This is an optimization exercise on Yosys and OpenROAD, whose aim is small area, a short achievable clock period and few clock cycles, not a production implementation. At most, simulation tests tie the RTL to the original design; equivalence was not proved. Power and IR drop assume default switching activity.

Design acc_core, start of the top module:
module acc_core (
    input  wire        clk,
    input  wire        rst,           
    input  wire [31:0] max_steps,     
    output wire        mem_req,
    output wire        mem_we,
    output wire [11:0] mem_addr,
    output wire [15:0] mem_wdata,
    input  wire        mem_ready,
    input  wire [15:0] mem_rdata,
    output wire        done,
    output wire        halted,
    output wire [2:0]  fault_kind,
    output wire [15:0] fault_ea,
    output wire [15:0] pc,
    output wire [15:0] acc,
    output wire [15:0] ir,
    output wire [3:0]  flags,         
    output wire [31:0] step_count,
    input  wire [3:0]  dbg_sel,
    output wire [15:0] dbg_reg
);
export LEC_CHECK = 0
export CAP_MARGIN = 20
export CORE_MARGIN = 2
export CORE_UTILIZATION = 40
export PLACE_DENSITY = 0.6
export SETUP_SLACK_MARGIN = 3.5
export SLEW_MARGIN = 20
export TNS_END_PERCENT = 10
create_clock -name core_clock -period 8.0 [get_ports {clk}]
run.sh (not shown) runs the stock make flow with config.mk's settings and CLKGATE_MAP_FILE= SYNTH_SCRIPT=/design/flow/synth_recipe.tcl, a recipe that flattens the netlist after the stock synthesis.
The baseline finished with timing, DRC and antenna clean.
Rerun with:
Settings changed: ABC_CLOCK_PERIOD_IN_PS set to 4000, SETUP_SLACK_MARGIN 3.5 to 4.0, TNS_END_PERCENT 10 to unset.
Effect:
- clock power is about the same
- routed wire length stays flat
- die area is unchanged
- sequential power hardly moves
- setup slack improved by 54 ps
- combinational power goes up by about 6.4%
- sequential share of layout area goes down by 1.3 points
- power climbs by about 1%
- utilization is higher by 1.7 points
No run of this note included a check of the RTL's function; only the layout flow was run.

* * *

The RTL this note starts from:
==> flow/design.v <==
module acc_core (
    input  wire        clk,
    input  wire        rst,           
    input  wire [31:0] max_steps,     
    output wire        mem_req,
    output wire        mem_we,
    output wire [11:0] mem_addr,
    output wire [15:0] mem_wdata,
    input  wire        mem_ready,
    input  wire [15:0] mem_rdata,
    output wire        done,
    output wire        halted,
    output wire [2:0]  fault_kind,
    output wire [15:0] fault_ea,
    output wire [15:0] pc,
    output wire [15:0] acc,
    output wire [15:0] ir,
    output wire [3:0]  flags,         
    output wire [31:0] step_count,
    input  wire [3:0]  dbg_sel,
    output wire [15:0] dbg_reg
);
    localparam OP_HALT  = 4'd0;
    localparam OP_LOAD  = 4'd1;
    localparam OP_STORE = 4'd2;
    localparam OP_ADD   = 4'd3;
    localparam OP_SUB   = 4'd4;
    localparam OP_CMP   = 4'd5;
    localparam OP_JMP   = 4'd6;
    localparam OP_JZ    = 4'd7;
    localparam OP_JNZ   = 4'd8;
    localparam S_FETCH = 2'd0;
    localparam S_PTR   = 2'd1;
    localparam S_MEM   = 2'd2;
    reg [1:0]  state;
    reg [12:0] pc_r;        
    reg [15:0] acc_r;
    reg [15:0] ir_r;
    reg [15:0] md;
    reg        zf, sf, cf, of;
    reg        halted_r;
    reg [2:0]  fk;
    reg [31:0] sc;
    reg        done_r;
    reg        stop_r;      
    reg        first;       
    reg [15:0] regs [0:15];
    reg        pend;
    assign done       = done_r;
    assign halted     = halted_r;
    assign fault_kind = fk;
    assign fault_ea   = (fk == 3'd5) ? md : 16'd0;
    assign pc         = {3'd0, pc_r};
    assign acc        = acc_r;
    assign ir         = ir_r;
    assign flags      = {zf, sf, cf, of};
    assign step_count = sc;
    wire [15:0] rval = regs[mem_rdata[3:0]];
    assign dbg_reg = regs[dbg_sel];
    wire [3:0] ir_op = ir_r[15:12];
    wire p_load = (ir_op == OP_LOAD);
    wire p_sub  = (ir_op == OP_SUB) || (ir_op == OP_CMP);
    wire p_wr   = (ir_op != OP_CMP);
    wire [15:0] a_in = p_load ? 16'd0 : acc_r;
    wire [15:0] b_in = p_sub ? ~md : md;
    wire [16:0] r    = {1'b0, a_in} + {1'b0, b_in} + {16'd0, p_sub};
    wire [15:0] zt   = (a_in ^ b_in) ^ {(a_in[14:0] | b_in[14:0]), p_sub};
    wire r_zero = (zt == 16'd0);
    wire r_cf   = p_sub ? !r[16] : r[16];
    wire r_of   = p_sub ? (!r[16] ^ r[15]) : (r[16] | r[15]);
    wire        zf_now  = pend ? r_zero : zf;
    wire [15:0] acc_now = (pend && p_wr) ? r[15:0] : acc_r;
    wire [31:0] sc_inc = sc + 32'd1;
    wire eq1 = (sc_inc == max_steps);
    wire mz  = (max_steps == 32'd0);           
    wire run = !done_r && !stop_r && !(first && mz);
    wire pc_oob = pc_r[12];
    assign mem_req   = !done_r && !stop_r && (state != S_FETCH || !pc_oob);
    assign mem_we    = !done_r && !stop_r && (state == S_MEM) && (ir_op == OP_STORE);
    assign mem_addr  = (state == S_FETCH) ? pc_r[11:0] : md[11:0];
    assign mem_wdata = acc_r;
    wire [3:0]  f_op = mem_rdata[15:12];
    wire [11:0] f_o  = mem_rdata[11:0];
    wire f_direct   = (f_o[11:8] == 4'd0);
    wire f_indirect = (f_o[11:8] == 4'd1);
    wire f_imm      = (f_o[11:9] == 3'd1);
    wire f_reg      = (f_o[11:4] == 8'h40);
    wire f_regind   = (f_o[11:4] == 8'h41);
    wire f_resv     = !(f_direct || f_indirect || f_imm || f_reg || f_regind);
    wire f_jump     = (f_op == OP_JMP) || (f_op == OP_JZ) || (f_op == OP_JNZ);
    wire f_illop    = (f_op > OP_JNZ);
    wire f_badmode  = ((f_op == OP_STORE) && f_imm) || (f_jump && !f_direct);
    wire f_taken    = (f_op == OP_JMP) || ((f_op == OP_JZ) && zf_now) || ((f_op == OP_JNZ) && !zf_now);
    wire f_rval_oob = (rval[15:12] != 4'd0);
    wire in_fetch = (state == S_FETCH);
    wire [3:0] x_op = in_fetch ? f_op : ir_op;
    wire x_alu = (x_op == OP_LOAD) || (x_op == OP_ADD) || (x_op == OP_SUB) || (x_op == OP_CMP);
    integer i;
    always @(posedge clk) begin
        if (rst) begin
            state    <= S_FETCH;
            pc_r     <= 13'd0;
            acc_r    <= 16'd0;
            ir_r     <= 16'd0;
            zf       <= 1'b0;
            sf       <= 1'b0;
            cf       <= 1'b0;
            of       <= 1'b0;
            md       <= 16'd0;
            halted_r <= 1'b0;
            fk       <= 3'd0;
            sc       <= 32'd0;
            done_r   <= 1'b0;
            stop_r   <= 1'b0;
            first    <= 1'b1;
            pend     <= 1'b0;
        end else begin
            if (!(first && mz && !mem_ready))
                first <= 1'b0;
            if (pend) begin
                if (p_wr)
                    acc_r <= r[15:0];
                zf <= r_zero;
                sf <= r[15];
                cf <= r_cf;
                of <= r_of;
            end
            pend <= 1'b0;
            if ((first && mz && mem_ready) || stop_r)
                done_r <= 1'b1;
            if (run) begin
                case (state)
                S_FETCH: begin
                    if (pc_oob) begin
                        halted_r <= 1'b1;
                        fk       <= 3'd1;
                        done_r   <= 1'b1;
                    end else if (mem_ready) begin
                        ir_r <= mem_rdata;
                        if (f_illop) begin
                            halted_r <= 1'b1;
                            fk       <= 3'd2;
                            done_r   <= 1'b1;
                        end else if (f_resv) begin
                            halted_r <= 1'b1;
                            fk       <= 3'd3;
                            done_r   <= 1'b1;
                        end else if (f_badmode) begin
                            halted_r <= 1'b1;
                            fk       <= 3'd4;
                            done_r   <= 1'b1;
                        end else if (f_op == OP_HALT) begin
                            halted_r <= 1'b1;
                            sc       <= sc_inc;
                            done_r   <= 1'b1;
                        end else if (f_jump) begin
                            pc_r   <= f_taken ? {5'd0, f_o[7:0]} : pc_r + 13'd1;
                            sc     <= sc_inc;
                            done_r <= eq1;
                        end else if (f_direct || f_indirect) begin
                            md    <= {8'd0, f_o[7:0]};
                            state <= f_direct ? S_MEM : S_PTR;
                        end else if (f_regind) begin
                            md <= rval;
                            if (f_rval_oob) begin
                                halted_r <= 1'b1;
                                fk       <= 3'd5;
                                done_r   <= 1'b1;
                            end else begin
                                state <= S_MEM;
                            end
                        end else begin
                            if (x_alu) begin
                                md     <= f_reg ? rval : {7'd0, f_o[8:0]};
                                pend   <= 1'b1;
                                stop_r <= eq1;
                            end else begin
                                done_r <= eq1;
                            end
                            pc_r <= pc_r + 13'd1;
                            sc   <= sc_inc;
                        end
                    end
                end
                S_PTR: begin
                    if (mem_ready) begin
                        md <= mem_rdata;
                        if (mem_rdata[15:12] != 4'd0) begin
                            halted_r <= 1'b1;
                            fk       <= 3'd5;
                            done_r   <= 1'b1;
                            state    <= S_FETCH;
                        end else begin
                            state <= S_MEM;
                        end
                    end
                end
                default: begin  
                    if (mem_ready) begin
                        if (x_alu) begin
                            md     <= mem_rdata;
                            pend   <= 1'b1;
                            stop_r <= eq1;
                        end else begin
                            done_r <= eq1;
                        end
                        pc_r  <= pc_r + 13'd1;
                        sc    <= sc_inc;
                        state <= S_FETCH;
                    end
                end
                endcase
            end
        end
    end
    wire        rf_we   = run && in_fetch && !pc_oob && mem_ready &&
                          (mem_rdata[15:4] == {OP_STORE, 8'h40});
    wire [15:0] rf_data = rst ? 16'd0 : acc_now;
    always @(posedge clk) begin
        for (i = 0; i < 16; i = i + 1)
            if (rst || (rf_we && mem_rdata[3:0] == i))
                regs[i] <= rf_data;
    end
endmodule
export LEC_CHECK = 0
export CAP_MARGIN = 20
export CORE_MARGIN = 2
export CORE_UTILIZATION = 40
export CTS_CLUSTER_DIAMETER = 120
export CTS_CLUSTER_SIZE = 20
export PLACE_DENSITY = 0.6
export SETUP_SLACK_MARGIN = 3.0
export SLEW_MARGIN = 20
export TNS_END_PERCENT = 10
create_clock -name core_clock -period 8.0 [get_ports {clk}]
standard.sh (not shown) runs the stock make flow with config.mk's settings and CLKGATE_MAP_FILE= SYNTH_SCRIPT=/design/flow/synth_recipe.tcl, a recipe that flattens the netlist after the stock synthesis.
==> flow/flow/run.sh <==
#!/bin/bash
# The standard layout (standard.sh) with two changes:
#  - synthesis maps the logic with abc's own default (area-oriented) script
#    instead of ORFS's speed script; everything else in the synthesis is
#    synth_recipe.tcl unchanged, so the registers are the standard ones
#  - the port buffers are the smallest plain buffer rather than the delay
#    buffer buffer_ports picks on its own; timing repair resizes them where a
#    path needs it
# make's output goes to standard.log; each ORFS step keeps its own log under
# orfs/logs.
set -o pipefail
cat flow/abc_override.tcl synth_recipe.tcl > my_synth.tcl
sed "s#SYNTH_SCRIPT=[^ ]*#SYNTH_SCRIPT=$PWD/my_synth.tcl#" standard.sh > my_standard.sh
grep -q "SYNTH_SCRIPT=$PWD/my_synth.tcl" my_standard.sh || { echo "could not point standard.sh at my_synth.tcl"; exit 1; }
export BUFFER_PORTS_ARGS="-buffer_cell sky130_fd_sc_hd__buf_1"
bash my_standard.sh > standard.log 2>&1
==> flow/flow/abc_override.tcl <==
# abc with its own default (area-oriented) mapping script instead of the
# script, delay target and constraints ORFS hands it; liberty and dont_use
# arguments are kept
proc abc {args} {
  set kept {}
  for {set i 0} {$i < [llength $args]} {incr i} {
    set a [lindex $args $i]
    if {$a in {-script -D -constr}} { incr i; continue }
    lappend kept $a
  }
  yosys abc {*}$kept
}
The starting point finished clean.
Testbench counts at the start, summed over its fixed seeds: cycles 80,223.
Edit:
--- a/flow/config.mk
+++ b/flow/config.mk
@@ -13,3 +13,3 @@
 export PLACE_DENSITY = 0.6
-export SETUP_SLACK_MARGIN = 3.0
+export SETUP_SLACK_MARGIN = 3.25
 export SLEW_MARGIN = 20
=> Total power rose by 0.77%. Worst hold slack gains 0.011 ns. Core utilization rose by 1.0 points. Critical path depth fell by 1. Wire length rose by 2.1%. Cell count rose by 0.86%. Worst setup slack gains 0.31 ns. First-iteration DRC count fell by 5.7%. Non-clock buffer count rose by 21. Via count rose by 1.9%. Area after synthesis stays the same.
Edit:
--- a/flow/config.mk
+++ b/flow/config.mk
@@ -10,6 +10,4 @@
 export CORE_UTILIZATION = 40
-export CTS_CLUSTER_DIAMETER = 120
-export CTS_CLUSTER_SIZE = 20
 export PLACE_DENSITY = 0.6
-export SETUP_SLACK_MARGIN = 3.25
+export SETUP_SLACK_MARGIN = 3.5
 export SLEW_MARGIN = 20
Synthesized area does not change.
Utilization went up by 3.0 points.
Cell area grows by a few percent.
Hold slack is worse by 0.019 ns.
Sequential share of layout area falls by 2.8 points.
Synthesized cell count stays the same.
Clock-buffer cell count went up by 18.
Sequential power is about the same.
Via count is higher by a few percent.
Edit:
--- a/flow/config.mk
+++ b/flow/config.mk
@@ -10,2 +10,4 @@
 export CORE_UTILIZATION = 40
+export CTS_CLUSTER_DIAMETER = 150
+export CTS_CLUSTER_SIZE = 30
 export PLACE_DENSITY = 0.6
Result: The changed run produced a clean layout. Power came out lower by about a fifth. Wire length came out lower slightly. Worst hold slack improved by 0.0090 ns. Clock power is lower by well over a third. Global-route usage came out lower by 0.67 points.
Edit:
==> flow/flow/run.sh (replaced) <==
#!/bin/bash
# The standard layout (standard.sh), with the port buffers made of the
# smallest plain buffer instead of the delay buffer buffer_ports picks on
# its own; timing repair still resizes them where a path needs it.
set -o pipefail
export BUFFER_PORTS_ARGS="-buffer_cell sky130_fd_sc_hd__buf_1"
bash standard.sh > standard.log 2>&1
--- a/flow/config.mk
+++ b/flow/config.mk
@@ -10,4 +10,4 @@
 export CORE_UTILIZATION = 40
-export CTS_CLUSTER_DIAMETER = 150
-export CTS_CLUSTER_SIZE = 30
+export CTS_CLUSTER_DIAMETER = 120
+export CTS_CLUSTER_SIZE = 20
 export PLACE_DENSITY = 0.6
removed: flow/flow/abc_override.tcl
=>
- wire length rises by 12%
- design area rises by 7.3%
- setup slack gets better by 0.035 ns
- synthesized area went up by 10%
- combinational power hardly moves
Edit:
==> flow/flow/run.sh (replaced) <==
#!/bin/bash
# The standard layout (standard.sh) with two changes:
#  - synthesis maps the logic with abc's own default (area-oriented) script
#    instead of ORFS's speed script; everything else in the synthesis is
#    synth_recipe.tcl unchanged, so the registers are the standard ones
#  - the port buffers are the smallest plain buffer rather than the delay
#    buffer buffer_ports picks on its own; timing repair resizes them where a
#    path needs it
# make's output goes to standard.log; each ORFS step keeps its own log under
# orfs/logs.
set -o pipefail
cat flow/abc_override.tcl synth_recipe.tcl > my_synth.tcl
sed "s#SYNTH_SCRIPT=[^ ]*#SYNTH_SCRIPT=$PWD/my_synth.tcl#" standard.sh > my_standard.sh
grep -q "SYNTH_SCRIPT=$PWD/my_synth.tcl" my_standard.sh || { echo "could not point standard.sh at my_synth.tcl"; exit 1; }
export BUFFER_PORTS_ARGS="-buffer_cell sky130_fd_sc_hd__buf_1"
bash my_standard.sh > standard.log 2>&1
==> flow/flow/abc_override.tcl (new file) <==
# abc with its own default (area-oriented) mapping script instead of the
# script, delay target and constraints ORFS hands it; liberty and dont_use
# arguments are kept
proc abc {args} {
  set kept {}
  for {set i 0} {$i < [llength $args]} {incr i} {
    set a [lindex $args $i]
    if {$a in {-script -D -constr}} { incr i; continue }
    lappend kept $a
  }
  yosys abc {*}$kept
}
--- a/flow/config.mk
+++ b/flow/config.mk
@@ -9,7 +9,7 @@
 export CORE_MARGIN = 2
-export CORE_UTILIZATION = 40
+export CORE_UTILIZATION = 50
 export CTS_CLUSTER_DIAMETER = 120
-export CTS_CLUSTER_SIZE = 20
-export PLACE_DENSITY = 0.6
-export SETUP_SLACK_MARGIN = 3.5
+export CTS_CLUSTER_SIZE = 25
+export PLACE_DENSITY = 0.7
+export SETUP_SLACK_MARGIN = 3.25
 export SLEW_MARGIN = 20
=>
- The changed run finished with timing, DRC and antenna clean
- total power goes down by 4.7%
- register-to-register slack degrades by 0.15 ns
- wire length goes down by 18%
- final area goes down by 11%
- worst setup slack degrades by 0.21 ns
- global-route usage goes up by 4.2 points

re-timing with driven ports:
No port has a modelled driver above. Below, the same layouts with a new extraction and two added sets of constraints. Step 1 sets driving cells, clkbuf_16 on the clock port and buf_2 on the other inputs (assumed; they add their load-dependent delay and slew). Step 2 adds t to the input delays and takes it off the output delays; t is the mean of the earliest and latest rising clock arrival at the registers after step 1. Input paths then give back, and output paths get back, about the clock's delay inside the block. a / b / c = no drivers / after step 1 / after step 2; a / b = the first two.
| run | t, ns | setup slack, ns | clock arrival spread, ns |
|---|---|---|---|
| the first run of note 1 | 0.636 | 3.235 / 3.172 / 2.942 | 0.033 / 0.032 |
| the second run of note 1 | 0.636 | 3.289 / 3.228 / 3.228 | 0.041 / 0.042 |
| the first run of note 2 | 0.629 | 2.890 / 2.868 / 2.376 | 0.047 / 0.047 |
| the second run of note 2 | 0.615 | 3.202 / 3.158 / 2.699 | 0.035 / 0.035 |
| the third run of note 2 | 0.631 | 3.222 / 3.157 / 2.867 | 0.041 / 0.041 |
| the fourth run of note 2 | 0.597 | 3.225 / 3.141 / 2.884 | 0.036 / 0.037 |
| the fifth run of note 2 | 0.631 | 3.260 / 3.255 / 2.667 | 0.031 / 0.030 |
| the sixth run of note 2 | 0.589 | 3.052 / 3.020 / 2.528 | 0.034 / 0.035 |
After both steps every run listed still meets setup and hold. For the fifth run of note 2, which loses most, drivers alone change the setup slack by -0.005 ns; drivers and shift together by -0.593 ns.
